This design comes from an exercise in tuning for small area, a short achievable clock period and few clock cycles on the open sky130 flow, not from production work. For this run, only the layout was checked, not whether the RTL still works. Power figures rest on the tool's default switching activity, not on a simulated workload.

`design/flow/design.v`:
```
module gss_engine (
    input  wire        clk,
    input  wire        rst,           
    input  wire        start,         
    input  wire [15:0] in_len,        
    output wire        busy,
    output reg         done,
    output reg         err,
    output reg         passthru,
    output reg         rstop,
    output reg  [2:0]  err_code,
    output reg  [3:0]  err_info,
    output reg  [15:0] err_pos,
    output reg  [15:0] res_len,
    output reg  [7:0]  hdr_enc,
    output reg  [7:0]  hdr_pack,
    output reg  [31:0] hdr_usize,
    output reg  [15:0] in_addr,
    input  wire [7:0]  in_rdata,
    output reg  [15:0] out_addr,
    output reg         out_we,
    output reg  [7:0]  out_wdata,
    input  wire [7:0]  out_rdata
);
    localparam [7:0] CH_D = 8'h44, CH_R = 8'h52, CH_H = 8'h48, CH_W = 8'h57;
    localparam [7:0] CH_B = 8'h42, CH_S = 8'h53;
    localparam [2:0] E_SIZE = 3'd1, E_TRUNC = 3'd2, E_CORRUPT = 3'd3, E_UNSUP = 3'd4;
    localparam [3:0] I_HEADER = 4'd1, I_R_OPERAND = 4'd2, I_OUT_OVERRUN = 4'd6,
                     I_ODD_TAIL = 4'd11, I_OUT_CAP = 4'd12, I_PACK_W = 4'd14,
                     I_NOT_BUILT = 4'd15;
    localparam [4:0]
        S_IDLE      = 5'd0,
        S_HDR_RD    = 5'd1,
        S_HDR_WAIT  = 5'd2,
        S_SIZE      = 5'd3,
        S_ZERO      = 5'd4,
        S_DISPATCH  = 5'd5,
        S_R_LOOP    = 5'd6,
        S_R_CTL     = 5'd7,
        S_R_CNT_RD  = 5'd8,
        S_R_CNT     = 5'd9,
        S_R_VAL_RD  = 5'd10,
        S_R_VAL     = 5'd11,
        S_R_FILLCHK = 5'd12,
        S_R_FILL    = 5'd13,
        S_R_COPYCHK = 5'd14,
        S_R_COPY_RD = 5'd15,
        S_R_COPY_WR = 5'd16,
        S_RAW_RD    = 5'd17,
        S_RAW_WR    = 5'd18,
        S_CIPHER    = 5'd19,
        S_B_RD      = 5'd20,
        S_B_WR      = 5'd21,
        S_W_RD0     = 5'd22,
        S_W_RD1     = 5'd23,
        S_W_CAP     = 5'd24,
        S_W_WR0     = 5'd25,
        S_W_WR1     = 5'd26,
        S_DONE      = 5'd27;
    reg [4:0]  state;
    reg [15:0] len_in;      
    reg [3:0]  hidx;        
    reg [15:0] pk_len;
    reg [15:0] out_len;
    reg [15:0] src;         
    reg [16:0] dst;         
    reg [7:0]  op;
    reg [11:0] cnt;
    reg [7:0]  val;
    reg [16:0] len;         
    reg [15:0] clen;        
    reg [15:0] ci;          
    reg [15:0] prev;
    reg [7:0]  lo_byte;     
    reg [15:0] cur;         
    reg        magic_bad;
    assign busy = (state != S_IDLE) && (state != S_DONE);
    wire [16:0] dst_plus_cnt = dst + {5'd0, cnt};
    wire [16:0] src_plus_cnt = {1'b0, src} + {5'd0, cnt};
    wire [15:0] pk_addr      = src + 16'd12;
    wire [16:0] len_clamped  = (len < {1'b0, out_len}) ? len : {1'b0, out_len};
    wire [16:0] w_n          = len_clamped + {16'd0, len_clamped[0]};
    wire [15:0] w_word       = (hdr_enc == CH_S) ? {lo_byte, out_rdata} : {out_rdata, lo_byte};
    wire [15:0] w_res        = prev - w_word;
    always @(*) begin
        in_addr   = pk_addr;
        out_addr  = dst[15:0];
        out_we    = 1'b0;
        out_wdata = 8'h00;
        case (state)
            S_HDR_RD:    in_addr = {12'd0, hidx};
            S_RAW_RD:    in_addr = ci + 16'd12;
            S_ZERO: begin
                out_we    = 1'b1;
                out_wdata = 8'h00;
            end
            S_R_FILL: begin
                out_we    = 1'b1;
                out_wdata = val;
            end
            S_R_COPY_WR: begin
                out_we    = 1'b1;
                out_wdata = in_rdata;
            end
            S_RAW_WR: begin
                out_addr  = ci;
                out_we    = 1'b1;
                out_wdata = in_rdata;
            end
            S_B_RD:      out_addr = ci;
            S_B_WR: begin
                out_addr  = ci;
                out_we    = 1'b1;
                out_wdata = prev[7:0] - out_rdata;
            end
            S_W_RD0:     out_addr = ci;
            S_W_RD1:     out_addr = ci + 16'd1;
            S_W_CAP:     out_addr = ci;
            S_W_WR0: begin
                out_addr  = ci;
                out_we    = 1'b1;
                out_wdata = (hdr_enc == CH_S) ? prev[15:8] : prev[7:0];
            end
            S_W_WR1: begin
                out_addr  = ci + 16'd1;
                out_we    = 1'b1;
                out_wdata = (hdr_enc == CH_S) ? prev[7:0] : prev[15:8];
            end
            default: ;
        endcase
    end
    task automatic raise(input [2:0] code, input [3:0] info, input [15:0] pos);
        begin
            err      <= 1'b1;
            err_code <= code;
            err_info <= info;
            err_pos  <= pos;
            res_len  <= 16'd0;
            done     <= 1'b1;
            state    <= S_DONE;
        end
    endtask
    always @(posedge clk) begin
        if (rst) begin
            state     <= S_IDLE;
            done      <= 1'b0;
            err       <= 1'b0;
            passthru  <= 1'b0;
            rstop     <= 1'b0;
            err_code  <= 3'd0;
            err_info  <= 4'd0;
            err_pos   <= 16'd0;
            res_len   <= 16'd0;
            hdr_enc   <= 8'd0;
            hdr_pack  <= 8'd0;
            hdr_usize <= 32'd0;
            len_in    <= 16'd0;
            hidx      <= 4'd0;
            pk_len    <= 16'd0;
            out_len   <= 16'd0;
            src       <= 16'd0;
            dst       <= 17'd0;
            op        <= 8'd0;
            cnt       <= 12'd0;
            val       <= 8'd0;
            len       <= 17'd0;
            clen      <= 16'd0;
            ci        <= 16'd0;
            prev      <= 16'd0;
            lo_byte   <= 8'd0;
            cur       <= 16'd0;
            magic_bad <= 1'b0;
        end else begin
            case (state)
                S_IDLE, S_DONE: begin
                    if (start) begin
                        done      <= 1'b0;
                        err       <= 1'b0;
                        passthru  <= 1'b0;
                        rstop     <= 1'b0;
                        err_code  <= 3'd0;
                        err_info  <= 4'd0;
                        err_pos   <= 16'd0;
                        res_len   <= 16'd0;
                        hdr_enc   <= 8'd0;
                        hdr_pack  <= 8'd0;
                        hdr_usize <= 32'd0;
                        len_in    <= in_len;
                        hidx      <= 4'd0;
                        src       <= 16'd0;
                        dst       <= 17'd0;
                        len       <= 17'd0;
                        magic_bad <= 1'b0;
                        if (in_len < 16'd6) begin
                            passthru <= 1'b1;
                            res_len  <= in_len;
                            done     <= 1'b1;
                            state    <= S_DONE;
                        end else begin
                            state    <= S_HDR_RD;
                        end
                    end
                end
                S_HDR_RD: state <= S_HDR_WAIT;
                S_HDR_WAIT: begin
                    case (hidx)
                        4'd0: if (in_rdata != 8'h4C) magic_bad <= 1'b1;
                        4'd1: if (in_rdata != 8'h53) magic_bad <= 1'b1;
                        4'd2: if (in_rdata != 8'h44) magic_bad <= 1'b1;
                        4'd3: if (in_rdata != 8'h1A) magic_bad <= 1'b1;
                        4'd4: hdr_enc  <= in_rdata;
                        4'd5: hdr_pack <= in_rdata;
                        4'd6: hdr_usize[7:0]   <= in_rdata;
                        4'd7: hdr_usize[15:8]  <= in_rdata;
                        4'd8: hdr_usize[23:16] <= in_rdata;
                        default: hdr_usize[31:24] <= in_rdata;
                    endcase
                    hidx <= hidx + 4'd1;
                    state <= S_HDR_RD;
                    if (hidx == 4'd5) begin
                        if (magic_bad) begin
                            passthru <= 1'b1;
                            hdr_enc  <= 8'd0;
                            hdr_pack <= 8'd0;
                            res_len  <= len_in;
                            done     <= 1'b1;
                            state    <= S_DONE;
                        end else if (len_in < 16'd12) begin
                            hdr_enc  <= 8'd0;
                            hdr_pack <= 8'd0;
                            raise(E_TRUNC, I_HEADER, 16'd0);
                        end
                    end else if (hidx == 4'd9) begin
                        state <= S_SIZE;
                    end
                end
                S_SIZE: begin
                    pk_len  <= len_in - 16'd12;
                    out_len <= hdr_usize[15:0];
                    dst     <= 17'd0;
                    if (hdr_usize[31:16] != 16'd0)
                        raise(E_SIZE, I_OUT_CAP, 16'd0);
                    else if (hdr_usize[15:0] == 16'd0)
                        state <= S_DISPATCH;
                    else
                        state <= S_ZERO;
                end
                S_ZERO: begin
                    dst <= dst + 17'd1;
                    if (dst[15:0] == out_len - 16'd1)
                        state <= S_DISPATCH;
                end
                S_DISPATCH: begin
                    src <= 16'd0;
                    dst <= 17'd0;
                    ci  <= 16'd0;
                    case (hdr_pack)
                        CH_R:       state <= S_R_LOOP;
                        CH_W:       raise(E_UNSUP, I_PACK_W, 16'd0);
                        CH_D, CH_H: raise(E_UNSUP, I_NOT_BUILT, 16'd0);
                        default: begin
                            clen  <= (pk_len < out_len) ? pk_len : out_len;
                            state <= S_RAW_RD;
                        end
                    endcase
                end
                S_R_LOOP: begin
                    if (dst < {1'b0, out_len} && src < pk_len) begin
                        state <= S_R_CTL;   
                    end else begin
                        len   <= dst;
                        state <= S_CIPHER;
                    end
                end
                S_R_CTL: begin
                    src <= src + 16'd1;
                    if (in_rdata[7:6] == 2'b11) begin
                        op  <= {in_rdata[7:4], 4'h0};
                        cnt <= {8'd0, in_rdata[3:0]};
                    end else begin
                        op  <= {in_rdata[7:6], 6'h00};
                        cnt <= {6'd0, in_rdata[5:0]};
                    end
                    casez (in_rdata)
                        8'b00??????: begin   
                            dst   <= dst + {11'd0, in_rdata[5:0]};
                            state <= S_R_LOOP;
                        end
                        8'b01??????: state <= S_R_COPYCHK;
                        8'b10??????: state <= S_R_VAL_RD;
                        8'b1111????: begin   
                            rstop <= 1'b1;
                            len   <= 17'd0;
                            state <= S_CIPHER;
                        end
                        default:     state <= S_R_CNT_RD;
                    endcase
                end
                S_R_CNT_RD: begin
                    if (src >= pk_len) raise(E_TRUNC, I_R_OPERAND, src);
                    else               state <= S_R_CNT;
                end
                S_R_CNT: begin
                    src <= src + 16'd1;
                    cnt <= {cnt[3:0], in_rdata};
                    case (op)
                        8'hC0: begin
                            dst   <= dst + {5'd0, cnt[3:0], in_rdata};
                            state <= S_R_LOOP;
                        end
                        8'hD0:   state <= S_R_COPYCHK;
                        default: state <= S_R_VAL_RD;
                    endcase
                end
                S_R_VAL_RD: begin
                    if (src >= pk_len) raise(E_TRUNC, I_R_OPERAND, src);
                    else               state <= S_R_VAL;
                end
                S_R_VAL: begin
                    src   <= src + 16'd1;
                    val   <= in_rdata;
                    state <= S_R_FILLCHK;
                end
                S_R_FILLCHK: begin
                    if (dst_plus_cnt > {1'b0, out_len}) raise(E_CORRUPT, I_OUT_OVERRUN, src);
                    else if (cnt == 12'd0)              state <= S_R_LOOP;
                    else                                state <= S_R_FILL;
                end
                S_R_FILL: begin
                    dst <= dst + 17'd1;
                    cnt <= cnt - 12'd1;
                    if (cnt == 12'd1) state <= S_R_LOOP;
                end
                S_R_COPYCHK: begin
                    if (src_plus_cnt > {1'b0, pk_len})       raise(E_TRUNC, I_R_OPERAND, src);
                    else if (dst_plus_cnt > {1'b0, out_len}) raise(E_CORRUPT, I_OUT_OVERRUN, src);
                    else if (cnt == 12'd0)                   state <= S_R_LOOP;
                    else                                     state <= S_R_COPY_RD;
                end
                S_R_COPY_RD: state <= S_R_COPY_WR;
                S_R_COPY_WR: begin
                    src <= src + 16'd1;
                    dst <= dst + 17'd1;
                    cnt <= cnt - 12'd1;
                    if (cnt == 12'd1) state <= S_R_LOOP;
                    else              state <= S_R_COPY_RD;
                end
                S_RAW_RD: begin
                    if (ci == clen) begin
                        len   <= {1'b0, out_len};
                        state <= S_CIPHER;
                    end else begin
                        state <= S_RAW_WR;
                    end
                end
                S_RAW_WR: begin
                    ci    <= ci + 16'd1;
                    state <= S_RAW_RD;
                end
                S_CIPHER: begin
                    ci   <= 16'd0;
                    prev <= 16'd0;
                    clen <= len_clamped[15:0];
                    case (hdr_enc)
                        CH_B: state <= S_B_RD;
                        CH_W, CH_S: begin
                            if (w_n > {1'b0, out_len}) begin
                                raise(E_CORRUPT, I_ODD_TAIL, 16'd0);
                            end else begin
                                clen  <= w_n[15:0];
                                state <= S_W_RD0;
                            end
                        end
                        default: begin
                            res_len <= len_clamped[15:0];
                            done    <= 1'b1;
                            state   <= S_DONE;
                        end
                    endcase
                end
                S_B_RD: begin
                    if (ci == clen) begin
                        res_len <= clen;
                        done    <= 1'b1;
                        state   <= S_DONE;
                    end else begin
                        state <= S_B_WR;
                    end
                end
                S_B_WR: begin
                    prev  <= {8'd0, out_rdata};
                    ci    <= ci + 16'd1;
                    state <= S_B_RD;
                end
                S_W_RD0: begin
                    if (ci == clen) begin
                        res_len <= clen;
                        done    <= 1'b1;
                        state   <= S_DONE;
                    end else begin
                        state <= S_W_RD1;
                    end
                end
                S_W_RD1: begin
                    lo_byte <= out_rdata;      
                    state   <= S_W_CAP;
                end
                S_W_CAP: begin
                    prev    <= w_res;          
                    cur     <= w_word;
                    state   <= S_W_WR0;
                end
                S_W_WR0: state <= S_W_WR1;
                S_W_WR1: begin
                    prev  <= cur;
                    ci    <= ci + 16'd2;
                    state <= S_W_RD0;
                end
                default: state <= S_IDLE;
            endcase
        end
    end
endmodule
```
`design/flow/run.sh`:
```
#!/bin/bash
# synth_recipe.tcl (not shown) runs the flow's synth.tcl, then flattens the netlist and writes it again
# the make line also repeats each setting of config.mk as NAME=value (left out here)
make -C /OpenROAD-flow-scripts/flow DESIGN_CONFIG=/design/flow/config.mk WORK_HOME=/design/flow/orfs CLKGATE_MAP_FILE= SYNTH_SCRIPT=/design/flow/synth_recipe.tcl finish
```
`design/flow/config.mk`:
```
export PLATFORM = sky130hd
export DESIGN_NAME = gss_engine
export DESIGN_NICKNAME = gss_engine
export VERILOG_FILES = /design/flow/design.v
export SDC_FILE = /design/flow/constraint.sdc
export NUM_CORES = 4
export LEC_CHECK = 0
export CAP_MARGIN = 20
export CORE_MARGIN = 2
export CORE_UTILIZATION = 40
export PLACE_DENSITY = 0.6
export SLEW_MARGIN = 20
```
`design/flow/constraint.sdc`:
```
create_clock -name core_clock -period 10.0 [get_ports {clk}]
set_input_delay 2.0000 -clock core_clock [delete_from_list [all_inputs] [get_ports {clk}]]
set_output_delay 2.0000 -clock core_clock [all_outputs]
set_load 0.01 [all_outputs]
```
==> results.txt <==
## logic make-up after synthesis
logic type,count (synthesis),synth area share
simple gates,1086,0.231
compound gates,865,0.263
flops,295,0.265
buf+inv,281,0.0495
fa+ha+maj,190,0.109
xor+xnor,152,0.0598
mux,49,0.0226
## metrics by stage
step / hold WS (ns) / util / total power [mW] / cells
finish: 0.462 / 0.469 / 4.29 / 3765
CTS: 0.461 / 0.468 / 4.26 / 3764
detailed placement: 0.453 / 0.445 / 2.81 / 3695
global route: 0.481 / 0.469 / 4.45 / 3765
global placement: 0.434 / 0.445 / 2.80 / 3695
floorplan: 0.427 / - / 2.29 / 2918
## registers in the layout (all words and copies together), names as in the netlist, 5 cells and up
| register | flops |
|---|---|
| prev | 16 |
| src | 16 |
| dst | 17 |
| clen | 16 |
| pk_len | 16 |
| err_pos | 16 |
| ci | 16 |
| state | 5 |
| hdr_usize | 32 |
| out_len | 16 |
| len_in | 16 |
| lo_byte | 8 |
| cur | 16 |
| hdr_enc | 8 |
| res_len | 16 |
| val | 8 |
| cnt | 12 |
| hdr_pack | 8 |
| len | 17 |
## critical path, delay by kind of cell, from the launching register on
family,cells,cell delay [ns]
AO/OA/AOI/OAI,9,2.91
AND/OR/NAND/NOR,6,2.11
adder cells (fa/ha/maj),3,0.88
buffers and inverters,3,0.60
flip-flops,1,0.54
multiplexers,1,0.48
XOR/XNOR,1,0.24
## power by group through the flow
stage / registers, mW / clock network, mW / logic, mW
6_report: 1.32 / 1.45 / 1.52
5_1_grt: 1.32 / 1.51 / 1.62
4_1_cts: 1.31 / 1.47 / 1.48
3_5_place_dp: 1.34 / 0 / 1.47
3_3_place_gp: 1.34 / 0 / 1.46
2_1_floorplan: 1.30 / 0 / 0.989
## cell type report
type                    count  share of cell area
clock buffers              51              0.0431
clock inverters            18             0.00746
inverters                  97              0.0141
multi-input cells        2342               0.592
flip-flops and latches    295               0.229
well taps                 748              0.0363
repair buffers            214              0.0784
## cells in the final DEF (no fill, tap or decap), types with 38 or more instances in the layout
| cell type | count |
|---|---|
| a21oi_1 | 225 |
| a211oi_1 | 49 |
| clkdlybuf4s50_1 | 166 |
| nand4_1 | 48 |
| mux2i_1 | 39 |
| nor3_1 | 72 |
| dfxtp_1 | 295 |
| xnor2_1 | 83 |
| nand3_1 | 123 |
| nand2_1 | 311 |
| a22oi_1 | 76 |
| inv_1 | 97 |
| xor2_1 | 69 |
| o21ai_0 | 150 |
| clkbuf_16 | 40 |
| a31oi_1 | 38 |
| ha_1 | 185 |
| o211ai_1 | 43 |
| buf_4 | 46 |
| nor2_1 | 295 |
## metal layers
| metal | global-route usage | vias up | share of wire |
|---|---|---|---|
| met2 | 0.502 | 1142 | 0.44 |
| li1 | - | 10952 | - |
| met4 | 0.126 | 0 | 0.041 |
| met3 | 0.0679 | 212 | 0.091 |
| met1 | 0.440 | 11603 | 0.43 |
| met5 | 0 | - | 0 |
## how the worst max path moves through the flow
stage / startpoint / end / cells past startpoint
floorplan: out_len[4] / err_pos[12] / 27
global placement: out_len[3] / state[0] / 22
detailed placement: out_len[3] / state[0] / 22
CTS: out_len[3] / state[0] / 22
global route: out_len[3] / err_pos[5] / 23
finish: out_len[3] / err_pos[6] / 23
==> results.sh <==
export IMPL_status="no timing/DRC/antenna violations"
export IMPL_period_needed_ns=7.84
export IMPL_crit_chain="inv_1 > ha_1 > or4_1 > a21oi_1 > nand3b_1 > a211o_1 > nand2_1 > mux2_2 > ha_1 > inv_1 > a21oi_1 > nand2_1 > xor2_1 > ha_1 > nand3_1 > a21boi_0 > or4b_1 > o211ai_1 > o31ai_1 > buf_4 > o31a_1 > a21oi_2 > a22o_1"
export IMPL_p_leak_nw=9.75
export IMPL_die_area_um2=57500
export IMPL_path_clk_slew_ns=0.06
export IMPL_finalSetupViolCount=0
export IMPL_final_max_slew_viol_count=0
export IMPL_chipWidth_um=240
export IMPL_syn_num_nets=3143
export IMPL_ys_flop_type="dfxtp_1"
export IMPL_setup_ws_ns=2.16
export IMPL_p_sw_mw=1.77
export IMPL_r2r_setup_slack_ns=2.16
export IMPL_syn_inst=2918
export IMPL_syn_avg_cell_area_um2=7.63
export IMPL_grt_pass1_wl_um=142000
export IMPL_grt_pass1_vias=22146
export IMPL_r2r_end="err_pos[6]"
export IMPL_cts_root_buf="clkbuf_16"
export IMPL_skew_ns=0.0211
export IMPL_ios=168
export IMPL_r2r_start="out_len[3]"
export IMPL_synthTopCellsByArea="dfxtp_1, ha_1, nand2_1"
export IMPL_areaGrowthSynthToFinish_pct=16.0
export IMPL_max_freq_mhz=128
export IMPL_final_nets=3214
export IMPL_hold_path_end="op[5]"
export IMPL_critPathMaxStageDelay_ns=0.76
export IMPL_num_rows=86
export IMPL_yosys_area_top_type="dfxtp_1"
export IMPL_ant_nets=0
export IMPL_yosysMostFrequentCell="nand2_1"
export IMPL_min_path_type="reg2reg"
export IMPL_antenna_found_initial=1
export IMPL_overflow=0
export IMPL_place_hpwl_um=72200
export IMPL_seqPwrFrac=0.307
export IMPL_synth_distinct_cells=96
export IMPL_diodes=0
export IMPL_grt_max_degree=84
export IMPL_holdPathStages=2
export IMPL_fill_cells=5498
export IMPL_synth_edf_count=0
export IMPL_cp_end_kind="register"
export IMPL_dr_pass1_iters=6
export IMPL_cts_hold_fix_buffers=0
export IMPL_p_int_mw=2.52
export IMPL_multi_input_area_um2=15300
export IMPL_cap_violations=0
export IMPL_fin_crit_sh=0.784
export IMPL_seq_area_um2=5910
export IMPL_cts_tree="built"
export IMPL_cp_common_cell="ha_1"
export IMPL_cts_resized=0
export IMPL_fin_area_um2=25800
export IMPL_synth_common_cells="nand2_1, nor2_1, dfxtp_1"
export IMPL_crit_arrival_ns=8.34
export IMPL_rsz0062_at_grt="no"
export IMPL_wire_per_inst_um=25.4
export IMPL_irDropWorstVdd_uv=142
export IMPL_numCtsBuffers=39
export IMPL_crit_required_ns=10.50
export IMPL_yosys_warnings=1
export IMPL_relSlewSlack=0.220
export IMPL_ctsLongestPathBuffers=3
export IMPL_postCtsSetupBuffers=0
export IMPL_ys_ff_latch=295
export IMPL_synth_top_area_share=0.265
export IMPL_hp_start="op[5]"
export IMPL_track_usage=0.324
export IMPL_tns_ns=0
export IMPL_hold_viol=0
export IMPL_design_core_area_um2=55100
export IMPL_vias=23909
export IMPL_drc=0
export IMPL_combPwrFrac=0.354
export IMPL_worstMarginPinSlew_ns=1.16
export IMPL_cts_sinks=295
export IMPL_drt_iter0_drc=2909
export IMPL_path_class="reg2reg"
export IMPL_preCtsSetupSlack_ns=2.18
export IMPL_viasPerCell=6.35
export IMPL_cp_max_fo=18
export IMPL_ys_seq_area_frac=0.265
export IMPL_cp_slowest_cell="a21oi_2"
export IMPL_post_dp_cell_area_um2=24500
export IMPL_async_reset_ff_frac=0
export IMPL_portBuffers=167
export IMPL_sw_frac_of_total=0.413
export IMPL_worstRegToRegCells=23
export IMPL_die_h_um=240
export IMPL_synth_area_um2=22300
export IMPL_start_util=0.404
export IMPL_h_tree_depth=2
export IMPL_clkPwrFrac=0.338
export IMPL_drive_gt1_frac=0.0550
export IMPL_worstSetupStartpointType="register"
export IMPL_clock_latency_ns=0.58
export IMPL_gp_congestion=0.993
export IMPL_powerDensity_nw_per_um2=166
export IMPL_drt_total_wl_um=95500

-- static timing again, ports no longer ideal --
No port has a modelled driver above. Below, the same layout with a new extraction and two added sets of constraints.
Step 1 sets driving cells, clkbuf_16 on the clock port and buf_2 on the other inputs (assumed; they add their load-dependent delay and slew).
Step 2 moves the port delays by t, midway between the first and last clock arrival at a register: inputs arrive t later, outputs are due t later. That takes back most of the time a late clock gives input paths.
Slacks: ideal ports / drivers / drivers and shift; pairs: ideal ports / drivers.
shift t [ns]: 0.629
setup WS [ns]: 2.161 / 2.161 / 2.161
slew at the worst register clock pin (ns): 0.06 / 0.06
After both steps this run still meets setup and hold. The setup slack of this run moves by 0.000 ns with the drivers and by 0.000 ns with both steps.
